Background: an optimization exercise with open tools, aiming at small area, a short achievable clock period and few clock cycles. Do not read the settings as production practice.
At most, simulation tests tie the RTL to the original design; equivalence was not proved.
Power and IR drop assume default switching activity.

job 4678:
==> module cmri_parser, before the edit <==
module cmri_parser (
    input  wire       clk,
    input  wire       rst,
    input  wire [7:0] node_addr,
    input  wire       in_valid,      
    input  wire [7:0] in_byte,
    input  wire       p_sample,
    input  wire       p_region,
    input  wire [63:0] in_lines,
    output wire       disp_valid,
    output wire       disp_match,
    output wire       error,
    output reg        is_i,
    output reg        is_t,
    output reg        is_p,
    output wire       n_in_payload,
    output wire       n_in_maybe,
    output wire       n_store,
    output wire       n_is_p,
    output reg  [6:0] pay_len,
    input  wire [6:0] rd_addr,
    output wire [7:0] rd_data,
    output wire [63:0] first8,       
    output wire [63:0] first8_hi,    
    input  wire       sel_pick,
    output reg        f_sel,
    output wire       n_f_sel
);
    localparam MAX_LEN = 72;
    localparam ATTN = 8'hFF;
    localparam STX  = 8'h02;
    localparam ETX  = 8'h03;
    localparam DLE  = 8'h10;
    localparam S_START      = 3'd0;
    localparam S_ATTN_NEXT  = 3'd1;
    localparam S_STX_NEXT   = 3'd2;
    localparam S_ADDR_NEXT  = 3'd3;
    localparam S_TYPE_NEXT  = 3'd4;
    localparam S_MAYBE_DATA = 3'd6;
    localparam S_DATA_NEXT  = 3'd7;
    reg [2:0] state;
    reg       is_local;
    reg  [7:0] payload [0:MAX_LEN-1];
    reg [7:0] rd_or;
    integer r;
    always @(*) begin
        rd_or = 8'h00;
        for (r = 0; r < MAX_LEN; r = r + 1)
            rd_or = rd_or | (payload[r] & {8{rd_addr == r}});
    end
    assign rd_data = rd_or;
    genvar g;
    generate
        for (g = 0; g < 8; g = g + 1) begin : g_first8
            assign first8[g*8 +: 8]    = payload[g];
            assign first8_hi[g*8 +: 8] = payload[32 + g];
        end
    endgenerate
    assign disp_valid = in_valid & do_dispatch;
    assign disp_match = is_local;
    assign error      = in_valid & do_error;
    reg       do_append;
    reg       do_dispatch;
    reg       do_error;
    reg [2:0] next_state;
    always @(*) begin
        do_append   = 1'b0;
        do_dispatch = 1'b0;
        do_error    = 1'b0;
        next_state  = state;
        case (state)
            S_START:
                if (in_byte == ATTN) next_state = S_ATTN_NEXT;
                else                 do_error   = 1'b1;
            S_ATTN_NEXT:
                if (in_byte == ATTN) next_state = S_STX_NEXT;
                else                 do_error   = 1'b1;
            S_STX_NEXT:
                if (in_byte == STX)  next_state = S_ADDR_NEXT;
                else                 do_error   = 1'b1;
            S_ADDR_NEXT:
                next_state = S_TYPE_NEXT;
            S_TYPE_NEXT:
                next_state = S_MAYBE_DATA;
            S_MAYBE_DATA:
                if (in_byte == ETX || in_byte == ATTN) begin
                    do_dispatch = 1'b1;
                    next_state  = S_START;
                end else if (in_byte == DLE) begin
                    next_state = S_DATA_NEXT;
                end else begin
                    do_append  = 1'b1;
                    next_state = S_MAYBE_DATA;
                end
            S_DATA_NEXT: begin
                do_append  = 1'b1;
                next_state = S_MAYBE_DATA;
            end
            default:
                do_error = 1'b1;
        endcase
        if (do_append && pay_len == MAX_LEN) begin
            do_append = 1'b0;
            do_error  = 1'b1;
        end
        if (do_error)
            next_state = S_START;
    end
    wire [2:0] n_state = in_valid ? next_state : state;
    wire       take_type = in_valid && (state == S_TYPE_NEXT);
    wire       t_i = is_local && (in_byte == 8'h49);
    wire       t_t = is_local && (in_byte == 8'h54);
    wire       t_p = is_local && (in_byte == 8'h50);
    assign n_in_payload = (n_state[2:1] == 2'b11);
    assign n_in_maybe   = (n_state == S_MAYBE_DATA);
    assign n_store      = take_type ? (t_i || t_t) : (is_i || is_t);
    assign n_is_p       = take_type ? t_p : is_p;
    assign n_f_sel      = take_type ? sel_pick : f_sel;
    wire [6:0] wr_addr  = {pay_len[6], pay_len[5] ^ (f_sel & ~pay_len[6]), pay_len[4:0]};
    always @(posedge clk) begin
        if (rst) begin
            state    <= S_START;
            is_local <= 1'b0;
            is_i     <= 1'b0;
            is_t     <= 1'b0;
            is_p     <= 1'b0;
            f_sel    <= 1'b0;
            pay_len  <= 7'd0;
        end else begin
            state <= n_state;
            if (in_valid) begin
                if ((state == S_START && in_byte == ATTN) || do_error)
                    pay_len <= 7'd0;
                if (state == S_ADDR_NEXT) is_local <= (in_byte == node_addr);
                if (do_append) pay_len <= pay_len + 7'd1;
            end
            if (take_type) begin
                f_sel <= sel_pick;
                is_i <= t_i;
                is_t <= t_t;
                is_p <= t_p;
            end
        end
    end
    integer w;
    always @(posedge clk) begin
        if (in_valid && do_append && (is_i || is_t))
            payload[wr_addr] <= in_byte;
        if (p_sample && !p_region)
            for (w = 0; w < 8; w = w + 1)
                payload[64 + w] <= in_lines[w*8 +: 8];
        if (p_sample && p_region)
            for (w = 0; w < 8; w = w + 1)
                payload[56 + w] <= in_lines[w*8 +: 8];
    end
endmodule
==> flow/config.mk <==
export PLATFORM = sky130hd
export DESIGN_NAME = cmri_core
export DESIGN_NICKNAME = cmri_core
export VERILOG_FILES = /design/flow/design.v
export SDC_FILE = /design/flow/constraint.sdc
export NUM_CORES = 4
export LEC_CHECK = 0
export CAP_MARGIN = 20
export CORE_MARGIN = 2
export CORE_UTILIZATION = 40
export SETUP_SLACK_MARGIN = 4.5
export SLEW_MARGIN = 20
==> flow/constraint.sdc <==
create_clock -name core_clock -period 8.0 [get_ports {clk}]
set_input_delay 1.6000 -clock core_clock [delete_from_list [all_inputs] [get_ports {clk}]]
set_output_delay 1.6000 -clock core_clock [all_outputs]
set_load 0.01 [all_outputs]
standard.sh (not shown) runs the stock make flow with config.mk's settings and CLKGATE_MAP_FILE= SYNTH_SCRIPT=/design/flow/synth_recipe.tcl, a recipe that flattens the netlist after the stock synthesis.
==> flow/flow/run.sh <==
#!/bin/bash
# The standard layout, with plain buffers on the ports instead of the
# default delay-cell choice.
set -euo pipefail
bash standard.sh finish 'BUFFER_PORTS_ARGS=-buffer_cell sky130_fd_sc_hd__buf_2' > make_finish.log 2>&1
What job 5884 does differently from job 4678 at the input level:
--- a/flow/design.v
+++ b/flow/design.v
@@ -142,10 +142,18 @@
             end
         end
     end
+    reg       w_go;
+    reg [6:0] w_addr;
+    reg [7:0] w_byte;
+    always @(posedge clk) begin
+        w_go   <= in_valid && do_append && (is_i || is_t);
+        w_addr <= wr_addr;
+        w_byte <= in_byte;
+    end
     integer w;
     always @(posedge clk) begin
-        if (in_valid && do_append && (is_i || is_t))
-            payload[wr_addr] <= in_byte;
+        if (w_go)
+            payload[w_addr] <= w_byte;
         if (p_sample && !p_region)
             for (w = 0; w < 8; w = w + 1)
                 payload[64 + w] <= in_lines[w*8 +: 8];
--- outcome ---
Number of gates given a new drive strength after cts (job 4678 / job 5884): 0.866
Between job 5884 and job 4678, the die area is higher for job 5884.
Between job 5884 and job 4678, share of total power in combinational logic is lower for job 4678, job 5884 comes in above that.
Count of cells along the worst register-to-register path in job 5884 vs job 4678: down 4
Combinational group power (job 5884 vs. job 4678) increases by more than half
Between job 5884 and job 4678, it is job 5884 whose wire length of the first global-routing pass is higher, by about 3.2%.
Summary of job 5884 over job 4678: clock power fell by about 2%; fraction of area in clock buffers and inverters shows no meaningful change.
No run of this note included a check of the RTL's function; only the layout flow was run.

---

== trial 92 ==
cmri_core, a different RTL version from the one above (not shown whole).
For scale: roughly 3,200 cells after synthesis, ~230 I/O pins.
Settings: LEC_CHECK=0, CAP_MARGIN=20, CORE_MARGIN=2, CORE_UTILIZATION=40, SETUP_SLACK_MARGIN=4.5, SLEW_MARGIN=20; clock period 8.0 ns.
==> flow/flow/run.sh <==
#!/bin/bash
# The standard layout, with plain buffers on the ports instead of the
# default delay-cell choice, and a clock tree without dummy loads.
set -euo pipefail
bash standard.sh finish 'BUFFER_PORTS_ARGS=-buffer_cell sky130_fd_sc_hd__buf_2' \
  'CTS_ARGS=-sink_clustering_enable -repair_clock_nets -dont_use_dummy_load' > make_finish.log 2>&1
Testbench counts of trial 92, summed over its fixed seeds: cycles 38,073.
Edits applied to the flow inputs when going from trial 92 to build 97:
-- flow/design.v --
<<< trial 92, line 228
    wire       new_job  = disp_valid && (is_i || is_t || is_p);
    wire [63:0] newpat;
    genvar g, l;
    generate
        for (g = 0; g < 8; g = g + 1) begin : g_pat
>>> build 97, line 228
    wire       new_job  = disp_valid && (is_i || is_t || is_p);
    wire [63:0] newpat;
    genvar g;
    generate
        for (g = 0; g < 8; g = g + 1) begin : g_pat
<<< trial 92, line 338
    wire p_to_etx = (ph == P_DATA) && (hcnt == 4'd8) && !send_dle;
    wire a_p_busy = (a_kind == J_P) && (ph != P_ETX);
    wire a_hold = (a_kind == J_I) || (a_kind == J_T);
    wire b_hold = (b_kind == J_I) || (b_kind == J_T);
    wire c_hold = (c_kind == J_I) || (c_kind == J_T);
>>> build 97, line 338
    wire p_to_etx = (ph == P_DATA) && (hcnt == 4'd8) && !send_dle;
    wire a_p_busy = (a_kind == J_P) && (ph != P_ETX);
    wire a_hold   = (a_kind == J_I) || (a_kind == J_T);
    wire a_hold_f = (a_kind == J_I) || (a_kind == J_T && ph == T_START);
    wire b_hold = (b_kind == J_I) || (b_kind == J_T);
    wire c_hold = (c_kind == J_I) || (c_kind == J_T);
<<< trial 92, line 346
    wire occ0 = (a_hold && (!a_reg || a_wide)) || (b_hold && (!b_reg || b_wide)) ||
                (c_hold && (!c_reg || c_wide));
    assign sel_pick = occ0;
    wire used0 = (a_p_busy && !a_reg) || (b_kind == J_P && !b_reg) ||
                 (c_kind == J_P && !c_reg);
>>> build 97, line 347
    wire occ0 = (a_hold && (!a_reg || a_wide)) || (b_hold && (!b_reg || b_wide)) ||
                (c_hold && (!c_reg || c_wide));
    wire occ1 = (a_hold && ( a_reg || a_wide)) || (b_hold && ( b_reg || b_wide)) ||
                (c_hold && ( c_reg || c_wide));
    assign sel_pick = !occ0 ? 1'b0 : !occ1 ? 1'b1 : a_hold ? a_reg : b_reg;
    wire used0 = (a_p_busy && !a_reg) || (b_kind == J_P && !b_reg) ||
                 (c_kind == J_P && !c_reg);
<<< trial 92, line 391
    end
    wire s_free = (a_kind == J_NONE) || e_last;    
    wire       s_a_hold  = s_free ? b_hold : a_hold;
    wire       s_a_wide  = s_free ? b_wide : a_wide;
    wire       s_a_reg   = s_free ? b_reg  : a_reg;
>>> build 97, line 394
    end
    wire s_free = (a_kind == J_NONE) || e_last;    
    wire       a_tfl     = (a_kind == J_T) && (ph != T_START);
    reg  [2:0] a_tmax;
    always @(*) begin
        a_tmax = 3'd0;
        for (k = 0; k < 8; k = k + 1)
            if (bnz_r[k]) a_tmax = k;
    end
    wire       s_a_hold  = s_free ? b_hold : a_hold_f;
    wire       s_a_tfl   = !s_free && a_tfl;
    wire       s_a_wide  = s_free ? b_wide : a_wide;
    wire       s_a_reg   = s_free ? b_reg  : a_reg;
<<< trial 92, line 406
    wire h0_it0, h0_it1, h0_p, h1_it0, h1_it1, h1_p;
    cmri_hold u_hold0 (
        .a_hold (a_hold),   .a_wide (a_wide),   .a_reg (a_reg),   .a_kind (a_kind),
        .a_len  (a_len),    .a_pbusy (a_p_busy),
        .b_hold (b_hold),   .b_wide (b_wide),   .b_reg (b_reg),   .b_kind (b_kind),
>>> build 97, line 417
    wire h0_it0, h0_it1, h0_p, h1_it0, h1_it1, h1_p;
    cmri_hold u_hold0 (
        .a_hold (a_hold_f), .a_wide (a_wide),   .a_reg (a_reg),   .a_kind (a_kind),
        .a_tfl  (a_tfl),    .a_tmax (a_tmax),   .a_tneed (bnz_any),
        .a_len  (a_len),    .a_pbusy (a_p_busy),
        .b_hold (b_hold),   .b_wide (b_wide),   .b_reg (b_reg),   .b_kind (b_kind),
<<< trial 92, line 417
    cmri_hold u_hold1 (
        .a_hold (s_a_hold), .a_wide (s_a_wide), .a_reg (s_a_reg), .a_kind (s_a_kind),
        .a_len  (s_a_len),  .a_pbusy (s_a_pbusy),
        .b_hold (s_b_hold), .b_wide (s_b_wide), .b_reg (s_b_reg), .b_kind (s_b_kind),
>>> build 97, line 429
    cmri_hold u_hold1 (
        .a_hold (s_a_hold), .a_wide (s_a_wide), .a_reg (s_a_reg), .a_kind (s_a_kind),
        .a_tfl  (s_a_tfl),  .a_tmax (a_tmax),   .a_tneed (bnz_any),
        .a_len  (s_a_len),  .a_pbusy (s_a_pbusy),
        .b_hold (s_b_hold), .b_wide (s_b_wide), .b_reg (s_b_reg), .b_kind (s_b_kind),
<<< trial 92, line 543
module cmri_hold (
    input  wire       a_hold,
    input  wire       a_wide,
    input  wire       a_reg,
>>> build 97, line 556
module cmri_hold (
    input  wire       a_hold,
    input  wire       a_tfl,       
    input  wire [2:0] a_tmax,      
    input  wire       a_tneed,     
    input  wire       a_wide,
    input  wire       a_reg,
<<< trial 92, line 586
    wire w_r1_1 = (pay_len >= 7'd23) && (pay_len <= 7'd31);
    wire w_any  = c_full || (w_r0 && (used0 || r0_blk));
    assign hold_it0 = w_any || (w_low && occ0) || (w_high && occ1) || (w_r1_0 && used1);
    assign hold_it1 = w_any || (w_low && occ1) || (w_high && occ0) || (w_r1_1 && used1);
    assign hold_p   = c_full || ((used0 || r0_blk) && (used1 || r1_blk));
endmodule
>>> build 97, line 602
    wire w_r1_1 = (pay_len >= 7'd23) && (pay_len <= 7'd31);
    wire w_any  = c_full || (w_r0 && (used0 || r0_blk));
    wire t_low  = a_tfl && a_tneed && (pay_len <= {4'd0, a_tmax});
    wire t_high = a_tfl && a_tneed && (pay_len >= 7'd31) && (pay_len <= {4'd4, a_tmax});
    assign hold_it0 = w_any || (w_low && occ0) || (w_high && occ1) || (w_r1_0 && used1) ||
                      (t_low && !a_reg) || (t_high && a_reg);
    assign hold_it1 = w_any || (w_low && occ1) || (w_high && occ0) || (w_r1_1 && used1) ||
                      (t_low &&  a_reg) || (t_high && !a_reg);
    assign hold_p   = c_full || ((used0 || r0_blk) && (used1 || r1_blk));
endmodule
==> comparison <==
- [build 97] critical path depth in cells rose 1 relative to trial 92
- The higher area of the die came out of build 97.
- Delta (build 97 minus trial 92): cell count now larger; cell count after synthesis picked up an extra about 2.7%; setup slack moved down; count of clock-net buffers in the final layout went down.
- Compared build 97 vs trial 92, and met1 layer usage reported by global route is up in build 97.
- Compare trial 92 and build 97 | post-route fraction of the period consumed by the critical path higher: build 97
- Of trial 92 and build 97, build 97 shows the higher clock period minus worst slack, with trial 92 below it.
- Power after layout came out lower on build 97 than on trial 92.
- Share of layout cells above drive strength 1 on build 97 is up relative to trial 92.
- Of the two values seen for worst setup path startpoint, rx_data[2] was produced by trial 92 and u_dispatch.bnz_r[1] by build 97.
- Summary of build 97 over trial 92: post-layout utilization of the core held; multi-input logic portion of the cell area went up 0.69 points; fraction of area in registers went down 0.68 points.
No functional check of the RTL was part of build 97.

---

== P ==
cmri_core, a different RTL version from the one above (not shown whole).
For scale: roughly 41,000 µm² of cells after synthesis.
clock: 8.0 ns
lec_check: 0
cap_margin: 20
core_margin: 2
core_utilization: 40
setup_slack_margin: 4.5
slew_margin: 20
Scripts as last shown in full above: flow/flow/run.sh
The inputs of Q differ from those of P as listed below.
diff --git a/flow/design.v b/flow/design.v
--- a/flow/design.v
+++ b/flow/design.v
@@ -214,28 +214,25 @@
     reg [2:0]  ph;
     reg [6:0]  idx;         
     reg [3:0]  hcnt;        
     reg        esc_sent;
     reg [7:0]  pbyte;       
     reg [2:0]  kb;          
     reg [7:0]  tm;          
     reg [7:0]  nbyte;       
     reg [63:0] obank;
     reg [7:0]  a_th;        
     assign out_lines = obank;
     reg        a_flip;      
-    reg [6:0]  ra;
-    assign rd_addr   = ra;
-    wire [6:0] ra_inc = (a_flip && ra == 7'd63) ? 7'd0  :
-                        (a_flip && ra == 7'd31) ? 7'd64 : ra + 7'd1;
+    assign rd_addr   = {idx[6], idx[5] ^ (a_flip & ~idx[6]), idx[4:0]};
     wire [1:0] new_kind = is_i ? J_I : is_t ? J_T : is_p ? J_P : J_NONE;
     wire       new_job  = disp_valid && (is_i || is_t || is_p);
     wire [63:0] newpat;
     genvar g;
     generate
         for (g = 0; g < 8; g = g + 1) begin : g_pat
             assign newpat[g*8 +: 8] = !a_th[g] ? 8'h00 :
                                       a_reg ? first8_hi[g*8 +: 8] : first8[g*8 +: 8];
         end
     endgenerate
     wire [63:0] tdiff     = newpat ^ obank;
     wire [7:0] bnz;
@@ -475,86 +472,78 @@
         if (rst) begin
             a_kind   <= J_NONE;
             a_len    <= 7'd0;
             a_reg    <= 1'b0;
             b_kind   <= J_NONE;
             b_len    <= 7'd0;
             b_reg    <= 1'b0;
             c_kind   <= J_NONE;
             c_len    <= 7'd0;
             c_reg    <= 1'b0;
             ph       <= 3'd0;
             idx      <= 7'd0;
-            ra       <= 7'd0;
             hcnt     <= 4'd0;
             esc_sent <= 1'b0;
             obank    <= 64'd0;
         end else begin
             a_kind <= n_a_kind;
             b_kind <= n_b_kind;
             c_kind <= n_c_kind;
             a_len  <= n_a_len;
             b_len  <= n_b_len;
             c_len  <= n_c_len;
             a_reg  <= n_a_reg;
             b_reg  <= n_b_reg;
             c_reg  <= n_c_reg;
             if (a_free) begin
                 a_flip   <= (n_a_kind == J_I) && n_a_reg;
                 a_th     <= {n_a_len > 7'd7, n_a_len > 7'd6, n_a_len > 7'd5, n_a_len > 7'd4,
                              n_a_len > 7'd3, n_a_len > 7'd2, n_a_len > 7'd1, n_a_len > 7'd0};
                 ph       <= 3'd0;
                 idx      <= (n_a_kind != J_P) ? 7'd0 : n_a_reg ? 7'd56 : 7'd64;
-                ra       <= (n_a_kind == J_P) ? (n_a_reg ? 7'd56 : 7'd64) :
-                            (n_a_kind == J_I && n_a_reg) ? 7'd32 : 7'd0;
                 hcnt     <= 4'd0;
                 esc_sent <= 1'b0;
             end else if (step) begin
                 case (a_kind)
-                    J_I: begin
-                        idx <= idx + 7'd1;
-                        ra  <= ra_inc;
-                    end
+                    J_I: idx <= idx + 7'd1;
                     J_T: begin
                         case (ph)
                             T_START: ph <= (|bnz) ? T_PICK : T_END;
                             T_PICK:  ph <= T_EMIT;
                             T_EMIT:  if (tm_last && !bnz_any) ph <= T_BULK;
                             default: ;
                         endcase
                         if (t_pick)
                             obank[kb_next*8 +: 8] <= nb_next;
                     end
                     J_P:
                         case (ph)
                             P_HDR: begin
                                 if (hcnt == 4'd4) begin
                                     ph   <= P_DATA;
                                     hcnt <= 4'd0;
                                     idx  <= idx + 7'd1;
-                                    ra   <= ra_inc;
                                 end else begin
                                     hcnt <= hcnt + 4'd1;
                                 end
                             end
                             P_DATA:
                                 if (send_dle) begin
                                     esc_sent <= 1'b1;
                                 end else begin
                                     esc_sent <= 1'b0;
                                     if (hcnt == 4'd8)
                                         ph <= P_ETX;
                                     hcnt <= hcnt + 4'd1;
                                     idx  <= idx + 7'd1;
-                                    ra   <= ra_inc;
                                 end
                             default: ;
                         endcase
                     default: ;
                 endcase
             end
         end
     end
     always @(posedge clk) begin
         if (step && a_kind == J_T) begin
             if (ph == T_START)
                 bnz_r <= bnz;
@@ -633,36 +622,30 @@
 module cmri_counters (
     input  wire        clk,
     input  wire        rst,
     input  wire        inc_byte,
     input  wire        inc_seen,
     input  wire        inc_proc,
     input  wire        inc_error,
     output reg  [15:0] cnt_bytes,
     output reg  [15:0] cnt_frames_seen,
     output reg  [15:0] cnt_frames_proc,
     output reg  [15:0] cnt_errors
 );
+    wire [15:0] keep = {16{!rst}};
     always @(posedge clk) begin
-        if (rst) begin
-            cnt_bytes       <= 16'd0;
-            cnt_frames_seen <= 16'd0;
-            cnt_frames_proc <= 16'd0;
-            cnt_errors      <= 16'd0;
-        end else begin
-            if (inc_byte)  cnt_bytes       <= cnt_bytes + 16'd1;
-            if (inc_seen)  cnt_frames_seen <= cnt_frames_seen + 16'd1;
-            if (inc_proc)  cnt_frames_proc <= cnt_frames_proc + 16'd1;
-            if (inc_error) cnt_errors      <= cnt_errors + 16'd1;
-        end
+        if (rst || inc_byte)  cnt_bytes       <= (cnt_bytes + 16'd1) & keep;
+        if (rst || inc_seen)  cnt_frames_seen <= (cnt_frames_seen + 16'd1) & keep;
+        if (rst || inc_proc)  cnt_frames_proc <= (cnt_frames_proc + 16'd1) & keep;
+        if (rst || inc_error) cnt_errors      <= (cnt_errors + 16'd1) & keep;
     end
 endmodule
 module cmri_core (
     input  wire        clk,
     input  wire        rst,
     input  wire [6:0]  local_id,
     input  wire        rx_valid,
     input  wire [7:0]  rx_data,
     output wire        rx_ready,
     input  wire [63:0] in_lines,
     output wire        ev_valid,
     input  wire        ev_ready,
Compared with P, register cell area after layout in Q increased slightly. Relative slew slack in Q vs P: up 7.6 points. Area growth from synthesis to final layout was higher in the run labelled Q. Post-layout instance count excluding filler cells: Q vs P down 3.6%. Re post-placement worst setup slack: P was lower than Q. P -> Q: maximum buffer depth of the clock tree delta 0, exact match. Taking P as the reference, in Q met1 routing resource usage after global routing went down by 1.8 points; flip-flop and latch count went down by 1.6%; routed wire length went down by 3600 µm; fmax went up by 6.5 MHz. | routed length on met2 | higher: Q |. Compared with P, Q shows final RePlAce weighted congestion lower by about 0.6%. When the final numbers for P and Q were put side by side, the power turned out to be smaller in P. The run with more setup slack is Q; P has less.
No functional check of the RTL was part of any run of this note.

==> separate check: timing with driven ports <==
In the flow no input, the clock included, has a driving cell. The finished layouts below were timed again as built, in two steps. Step 1, drivers: a clkbuf_16 drives clk and a buf_2 each remaining input, both assumed. Step 2 adds t to the input delays and takes it off the output delays; t is the mean of the earliest and latest rising clock arrival at the registers after step 1. Input paths then give back, and output paths get back, about the clock's delay inside the block. a / b / c = ideal ports / drivers / drivers and shift; a / b = the first two.
run | t, ns | setup WS [ns] | worst hold slack (ns) | latest minus earliest clock arrival (ns) | worst slew at a driven data input, ns
job 4678 | 0.739 | 3.953 / 3.953 / 3.733 | 0.454 / 0.454 / 0.454 | 0.032 / 0.032 | 0.09
job 5884 | 0.750 | 4.203 / 4.203 / 3.709 | 0.488 / 0.488 / 0.488 | 0.039 / 0.039 | 0.06
trial 92 | 0.704 | 4.540 / 4.567 / 3.870 | 0.459 / 0.459 / 0.459 | 0.075 / 0.075 | 0.06
build 97 | 0.711 | 4.450 / 4.450 / 3.848 | 0.455 / 0.455 / 0.455 | 0.062 / 0.062 | 0.05
P | 0.727 | 4.547 / 4.547 / 4.020 | 0.442 / 0.442 / 0.442 | 0.077 / 0.078 | 0.06
Q | 0.721 | 4.622 / 4.622 / 3.981 | 0.423 / 0.423 / 0.423 | 0.082 / 0.082 | 0.14
After both steps every run listed still meets setup and hold. The setup slack of trial 92, which loses most, moves by +0.027 ns with the drivers and by -0.670 ns with both steps.
